What follows belongs to an exercise in optimizing a design on an open flow for small area, a short achievable clock period and few clock cycles per item; a production flow would make more cautious choices. Function was checked by simulation only, so behaviour that the tests miss may differ from the original. No activity file was given, so power comes from the tool's default toggle rates.

### design.v
module eo_pktcipher (
    input  wire       clk,
    input  wire       rst,
    input  wire       start,
    input  wire       dec,
    input  wire [7:0] key,
    input  wire [6:0] len,
    output wire       ready,
    input  wire       in_valid,
    input  wire [7:0] in_byte,
    output wire       in_ready,
    output reg        out_valid,
    output reg  [7:0] out_byte
);
    localparam [2:0] S_IDLE  = 3'd0,
                     S_LOAD  = 3'd1,
                     S_SCAN  = 3'd2,
                     S_RUN   = 3'd3,
                     S_REV   = 3'd4,
                     S_SEND  = 3'd5;
    reg [2:0] state;
    reg       dec_r;
    reg [7:0] key_r;
    reg [6:0] len_r;
    reg       bypass;
    reg [7:0] buf_mem [0:63];
    reg [6:0] cnt;       
    reg [6:0] i_ptr;     
    reg [6:0] j_ptr;     
    reg [6:0] lo, hi;    
    reg [7:0] first_byte;
    assign ready    = (state == S_IDLE);
    assign in_ready = (state == S_LOAD);
    function divides;
        input [7:0] k;
        input [7:0] b;
        begin
            divides = (k != 8'd0) && ((b % k) == 8'd0);
        end
    endfunction
    function [6:0] deint_pos;
        input [6:0] j;
        input [6:0] n;
        begin
            if (j[0] == 1'b0)
                deint_pos = j >> 1;
            else
                deint_pos = n - 7'd1 - (j >> 1);
        end
    endfunction
    wire [7:0] scan_byte = buf_mem[i_ptr[5:0]];
    wire [7:0] run_byte  = buf_mem[j_ptr[5:0]];
    wire       send_perm = (dec_r == bypass);
    wire [6:0] send_pos  = send_perm ? deint_pos(cnt, len_r) : cnt;
    wire [7:0] send_byte = buf_mem[send_pos[5:0]];
    wire [6:0] load_pos  = deint_pos(cnt, len_r);
    always @(posedge clk) begin
        if (rst) begin
            state     <= S_IDLE;
            out_valid <= 1'b0;
            out_byte  <= 8'd0;
        end else begin
            out_valid <= 1'b0;
            case (state)
                S_IDLE: begin
                    if (start) begin
                        dec_r  <= dec;
                        key_r  <= key;
                        len_r  <= len;
                        bypass <= (len <= 7'd2);
                        cnt    <= 7'd0;
                        state  <= S_LOAD;
                    end
                end
                S_LOAD: begin
                    if (in_valid) begin
                        if (cnt == 7'd0)
                            first_byte <= in_byte;
                        if (cnt == 7'd1 && first_byte == 8'hFF && in_byte == 8'hFF)
                            bypass <= 1'b1;
                        if (dec_r)
                            buf_mem[load_pos[5:0]] <= in_byte ^ 8'h80;
                        else
                            buf_mem[cnt[5:0]] <= in_byte;
                        cnt <= cnt + 7'd1;
                        if (cnt == len_r - 7'd1) begin
                            i_ptr <= 7'd0;
                            state <= S_SCAN;
                        end
                    end
                end
                S_SCAN: begin
                    if (bypass || i_ptr >= len_r) begin
                        cnt   <= 7'd0;
                        state <= S_SEND;
                    end else if (divides(key_r, scan_byte)) begin
                        j_ptr <= i_ptr + 7'd1;
                        state <= S_RUN;
                    end else begin
                        i_ptr <= i_ptr + 7'd1;
                    end
                end
                S_RUN: begin
                    if (j_ptr < len_r && divides(key_r, run_byte)) begin
                        j_ptr <= j_ptr + 7'd1;
                    end else begin
                        lo    <= i_ptr;
                        hi    <= j_ptr - 7'd1;
                        state <= S_REV;
                    end
                end
                S_REV: begin
                    if (lo < hi) begin
                        buf_mem[lo[5:0]] <= buf_mem[hi[5:0]];
                        buf_mem[hi[5:0]] <= buf_mem[lo[5:0]];
                        lo <= lo + 7'd1;
                        hi <= hi - 7'd1;
                    end else begin
                        i_ptr <= j_ptr;
                        state <= S_SCAN;
                    end
                end
                S_SEND: begin
                    out_valid <= 1'b1;
                    if (send_perm)
                        out_byte <= send_byte ^ 8'h80;
                    else
                        out_byte <= send_byte;
                    cnt <= cnt + 7'd1;
                    if (cnt == len_r - 7'd1)
                        state <= S_IDLE;
                end
                default: state <= S_IDLE;
            endcase
        end
    end
endmodule
### run.sh
#!/bin/bash
# synth_recipe.tcl (not shown) runs the flow's synth.tcl, then flattens the netlist and writes it again
# the make line also repeats each setting of config.mk as NAME=value (left out here)
make -C /OpenROAD-flow-scripts/flow DESIGN_CONFIG=/design/flow/config.mk WORK_HOME=/design/flow/orfs CLKGATE_MAP_FILE= SYNTH_SCRIPT=/design/flow/synth_recipe.tcl finish
### config.mk
export PLATFORM = sky130hd
export DESIGN_NAME = eo_pktcipher
export DESIGN_NICKNAME = eo_pktcipher
export VERILOG_FILES = /design/flow/design.v
export SDC_FILE = /design/flow/constraint.sdc
export NUM_CORES = 4
export LEC_CHECK = 0
export CAP_MARGIN = 20
export CORE_MARGIN = 2
export CORE_UTILIZATION = 40
export PLACE_DENSITY = 0.6
export SLEW_MARGIN = 20
### constraint.sdc
create_clock -name core_clock -period 15.0 [get_ports {clk}]
set_input_delay 3.0000 -clock core_clock [delete_from_list [all_inputs] [get_ports {clk}]]
set_output_delay 3.0000 -clock core_clock [all_outputs]
set_load 0.01 [all_outputs]
==> summary.txt <==
Worst hold path
The cell depth of the worst min-delay path is 2. The min-delay analysis places its worst path in the category reg2reg. For hold timing, the worst endpoint is out_byte[4]. The startpoint of the tightest hold check path is out_byte[4].

Logic synthesis
The share of flip-flops with an asynchronous set or reset is 0%. Ranked by total cell area, the synthesized netlist is headed by sky130_fd_sc_hd__edfxtp_1 (33%), sky130_fd_sc_hd__mux4_2 (23%), sky130_fd_sc_hd__a21oi_1 (5.4%). The most common cell in the netlist is sky130_fd_sc_hd__nor2_1.

The number of nets handed over by synthesis was 5143. The sequential-to-total area share from yosys stat is 34.42%. The dominant combinational cell family by area after synthesis is multiplexers. Sorting the synthesized cells by how often they occur yields sky130_fd_sc_hd__nor2_1 (591), sky130_fd_sc_hd__edfxtp_1 (572), sky130_fd_sc_hd__a21oi_1 (563), sky130_fd_sc_hd__mux4_2 (539), sky130_fd_sc_hd__nand2_1 (509). Yosys mapped the design onto 80 distinct sky130hd cell types. The number of flops mapped to enable cells by yosys is 572.

The synthesized netlist occupies a cell area of 52000 um^2. The synthesized netlist devotes 15.73% of its cell area to compound gates. sky130_fd_sc_hd__edfxtp_1 takes more of the synthesized area than any other cell. The adder and majority cell fraction of the synthesized area is 2.762%. The count of state elements after synthesis is 608. The most common flop cell mapped by yosys is sky130_fd_sc_hd__edfxtp_1. The multiplexer share of the synthesized area is 29.09%. The proportion of netlist area held by the largest area contributor is 33.03%. The simple logic cell fraction of the synthesized area is 12.62%.

The fraction of synthesized cell area in xor and xnor cells is 1.145%. The number of warnings issued by yosys is 1. The gate count of the mapped netlist is 5002. Each instance of the synthesized netlist takes up on average 10.40 um^2.

Power
The worst-case IR drop observed on VDD is 0.1304 mV. The power after layout is 8.320 mW. In this run the static leakage power is 20.12 nW. Dividing total power by cell area gives a power density of 143.7 nW/um^2.

Worst setup path
The count of cells along the worst register-to-register path is 60. The category of the worst setup path capture point is a register. The slowest cell on the critical path is sky130_fd_sc_hd__or4_4. In this design, the stage delay of the slowest critical-path cell is 530 ps.

The data required time of the critical path is 15620 ps. The setup check on the worst reg-to-reg path leaves a slack of 620 ps. The biggest fanout along the worst timing path is 10. The type of the setup path with the least slack is reg2reg. By instance count, the cell type seen most on the critical path is sky130_fd_sc_hd__ha_1.

STA classifies the critical path startpoint as a register. At the worst endpoint, the arrival time is 14990 ps.

Timing
In the finished design, the share of the clock period the worst path needs comes to 95.85%. The post-route minimum period is 14380 ps. The final hold slack is 455.8 ps. For the pin with the worst max-slew slack, the measured transition is 1331 ps.

The final-report hold violation count is 0. Between clock sinks in the finished design, the worst skew comes to 69.50 ps. Setup slack closes at 623.1 ps. The final max-slew violation count came to 0.

Setup violations remaining at the end of the flow were counted as 0. Measured against its own limit, the worst slew margin works out to 11.14%. Timing would allow up to 69.56 MHz.

Die
The horizontal extent of the die is 364.6 um. In this run the vertical extent of the chip is 364.6 um. The standard cell core area is 129300 um^2.

Once the floorplan was initialized, standard cells occupied 40.21% of the core. The cell row count is 132. The die footprint is 132900 um^2. For this design the top-level I/O count stands at 39.

Route
The number of design rule violations left after detail routing is 0. The number of vias after detailed routing is 47470. The routed wire length per instance is 36.60 um. The number of detailed-route iterations in the first pass is 8. In this run the remaining antenna-violating nets after routing total 0. After detailed routing, the number of vias per cell comes to 7.072. The violation count after the first detailed-route iteration is 8095. After detailed routing, the total wire length is 245700 um.

Global routing
The number of global-route vias before repair was 42770. The initial antenna violation count is 20. The maximum number of pins on one net before global-route repair is 123. Global routing finished with a remaining overflow of 0.

The first global-routing pass estimated 340000 um of wire. The overall global routing resource usage is 36.38%.

Run status
The run finished with no timing, DRC or antenna violations.

CTS
TritonCTS built the clock tree. The clock reaches the later pin of the worst-skew pair after 770 ps. The cell at the root of the clock tree is sky130_fd_sc_hd__clkbuf_16. Clock-pin slew was measured on the worst setup and hold paths at 70 ps.

The number of hold buffers added after CTS was 0. In this run the deepest clock path goes through 3 buffers. The number of clock buffers added by TritonCTS is 76. The H-tree level count is 3.

The clock net in this run drives a total of 608 sinks.

Placed design
Once placement finished, the instance area stood at 55020 um^2. The final RePlAce weighted congestion is 1.114. Port buffering added 38 buffers.

Prior to clock tree synthesis, the placed netlist has a worst setup slack of 38.86 ps. The placed wire-length estimate is 168500 um. The cell total after placement is 6555.

Layout
Compared with the post-synthesis result, the final layout area differs by 11.35%. The finished cells cover 57900 um^2. For this run, the number of standard cells in the final layout without fillers is 6713. The final net count is 5048. The post-route netlist has 22.14% of its cells at a drive strength greater than 1. Fill cells in the final layout number 11920.

Run
The number of violations of the max-capacitance limit is 0.
-- final cells by class --
type / instances / area, um^2 / share of cell area (%)
flip-flops and latches: 608 / 17940 / 30.99
diodes: 3 / 7.507 / 0.01297
repair buffers: 305 / 2577 / 4.451
clock inverters: 51 / 583.1 / 1.007
multi-input cells: 3834 / 32340 / 55.86
inverters: 82 / 307.8 / 0.5316
clock buffers: 88 / 1957 / 3.380
well taps: 1742 / 2180 / 3.764
-- cells in the final DEF, fill, tap and decap left out, types with 12 or more instances in the layout --
cell,instances
sky130_fd_sc_hd__nand3b_1,12
sky130_fd_sc_hd__xnor2_1,40
sky130_fd_sc_hd__and3_1,25
sky130_fd_sc_hd__nand3_1,73
sky130_fd_sc_hd__a22oi_1,62
sky130_fd_sc_hd__mux4_2,539
sky130_fd_sc_hd__nand2_1,502
sky130_fd_sc_hd__nor2_1,575
sky130_fd_sc_hd__xor2_1,27
sky130_fd_sc_hd__ha_1,110
sky130_fd_sc_hd__mux2i_1,219
sky130_fd_sc_hd__clkinv_1,17
sky130_fd_sc_hd__a221oi_1,12
sky130_fd_sc_hd__a211o_1,12
sky130_fd_sc_hd__and2_1,112
sky130_fd_sc_hd__o21bai_1,17
sky130_fd_sc_hd__dfxtp_1,20
sky130_fd_sc_hd__edfxtp_1,572
sky130_fd_sc_hd__nand4_1,12
sky130_fd_sc_hd__a31oi_1,65
sky130_fd_sc_hd__o22ai_1,35
sky130_fd_sc_hd__nor3_1,56
sky130_fd_sc_hd__a211oi_1,145
sky130_fd_sc_hd__a311oi_1,66
sky130_fd_sc_hd__o31ai_1,13
sky130_fd_sc_hd__inv_1,78
sky130_fd_sc_hd__nand2b_1,26
sky130_fd_sc_hd__o21ai_0,154
sky130_fd_sc_hd__nor2_2,15
sky130_fd_sc_hd__clkdlybuf4s50_1,38
sky130_fd_sc_hd__clkbuf_16,76
sky130_fd_sc_hd__nor2b_1,18
sky130_fd_sc_hd__o21a_1,36
sky130_fd_sc_hd__a21oi_1,557
sky130_fd_sc_hd__o211ai_1,15
sky130_fd_sc_hd__a21o_1,25
sky130_fd_sc_hd__mux2_2,60
sky130_fd_sc_hd__buf_4,252
sky130_fd_sc_hd__clkinv_2,12
sky130_fd_sc_hd__or3_1,16
-- through the flow --
| step | TNS, ps | utilization (%) |
|---|---|---|
| after CTS | 0 | 44.53 |
| after floorplan | 0 | - |
| final | 0 | 44.77 |
| after global placement | 0 | 42.53 |
| after global routing | -235.4 | 44.77 |
| after detailed placement | 0 | 42.55 |
-- report_power, final --
part / total (mW) / internal, mW / switching (mW)
Combinational: 4.36 / 1.55 / 2.80
Sequential: 2.00 / 1.91 / 0.0952
Clock: 1.96 / 1.09 / 0.867
-- kinds of logic after synthesis --
kind of cell	Yosys count
AO/OA/AOI/OAI	1321
flip-flops	608
AND/OR/NAND/NOR	1505
multiplexers	827
buffers and inverters	560
adder cells (fa/ha/maj)	113
XOR/XNOR	68
-- registers in the layout, indices dropped and copies added (netlist names), 7 cells and up, named ones only --
name and cells:
j_ptr 7, key_r 8, len_r 7, out_byte 8, hi 7, cnt 7, lo 7, buf_mem 512
first_byte 8, i_ptr 7
-- layer usage --
layer,vias up,GRT usage (%),wire length (um)
met4,26,22.64,19180
met5,-,0,209
li1,19240,-,-
met2,4079,51.17,100700
met1,23300,46.35,86820
met3,832,14.89,38780
-- worst max path at each step --
stage | startpoint | endpoint | slack [ps]
finish | register | register | 620
global route | register | register | -30
CTS | register | register | 5
detailed placement | register | register | 40
global placement | register | register | 170
floorplan | register | register | 400
-- critical path: cells and delay by family, from the launching register on --
family,cells,cell delay (ps)
mux,7,2060
flops,1,390
buf+inv,5,720
fa+ha+maj,8,2310
xor+xnor,1,130
simple gates,10,3280
compound gates,29,5350
-- timing repair --
item | CTS | global route
setup endpoints to repair | 6 | 55
pin swaps | 0 | 7
setup buffers | 1 | 14
resized for setup | 0 | 24
Testbench counts, summed over its fixed seeds: cycles 117,103, bytes 34,425.

## port drivers added, routing unchanged
How much do the figures lean on ideal ports? The routed layout below was timed once more, with nothing changed but the port constraints.
Step 1 (the two cells are an assumption about what drives the block):
set clk [get_ports {clk}]
set_driving_cell -lib_cell sky130_fd_sc_hd__clkbuf_16 $clk
set_driving_cell -lib_cell sky130_fd_sc_hd__buf_2 [delete_from_list [all_inputs] $clk]
Step 2 also shifts input and output timing later by t, the mid clock arrival at the registers, as if the neighbouring blocks saw the same clock.
Three values: ideal, step 1, step 2; two values: the first two.
t (ns): 0.815
setup slack, ns: 0.623 / 0.623 / 0.623
hold WS [ns]: 0.456 / 0.456 / 0.456
latest minus earliest clock arrival (ns): 0.069 / 0.069
worst slew at a driven data input, ns: 0.04
After both steps setup and hold are still met in this run. For this run, drivers alone change the setup slack by 0.000 ns; drivers and shift together by 0.000 ns.
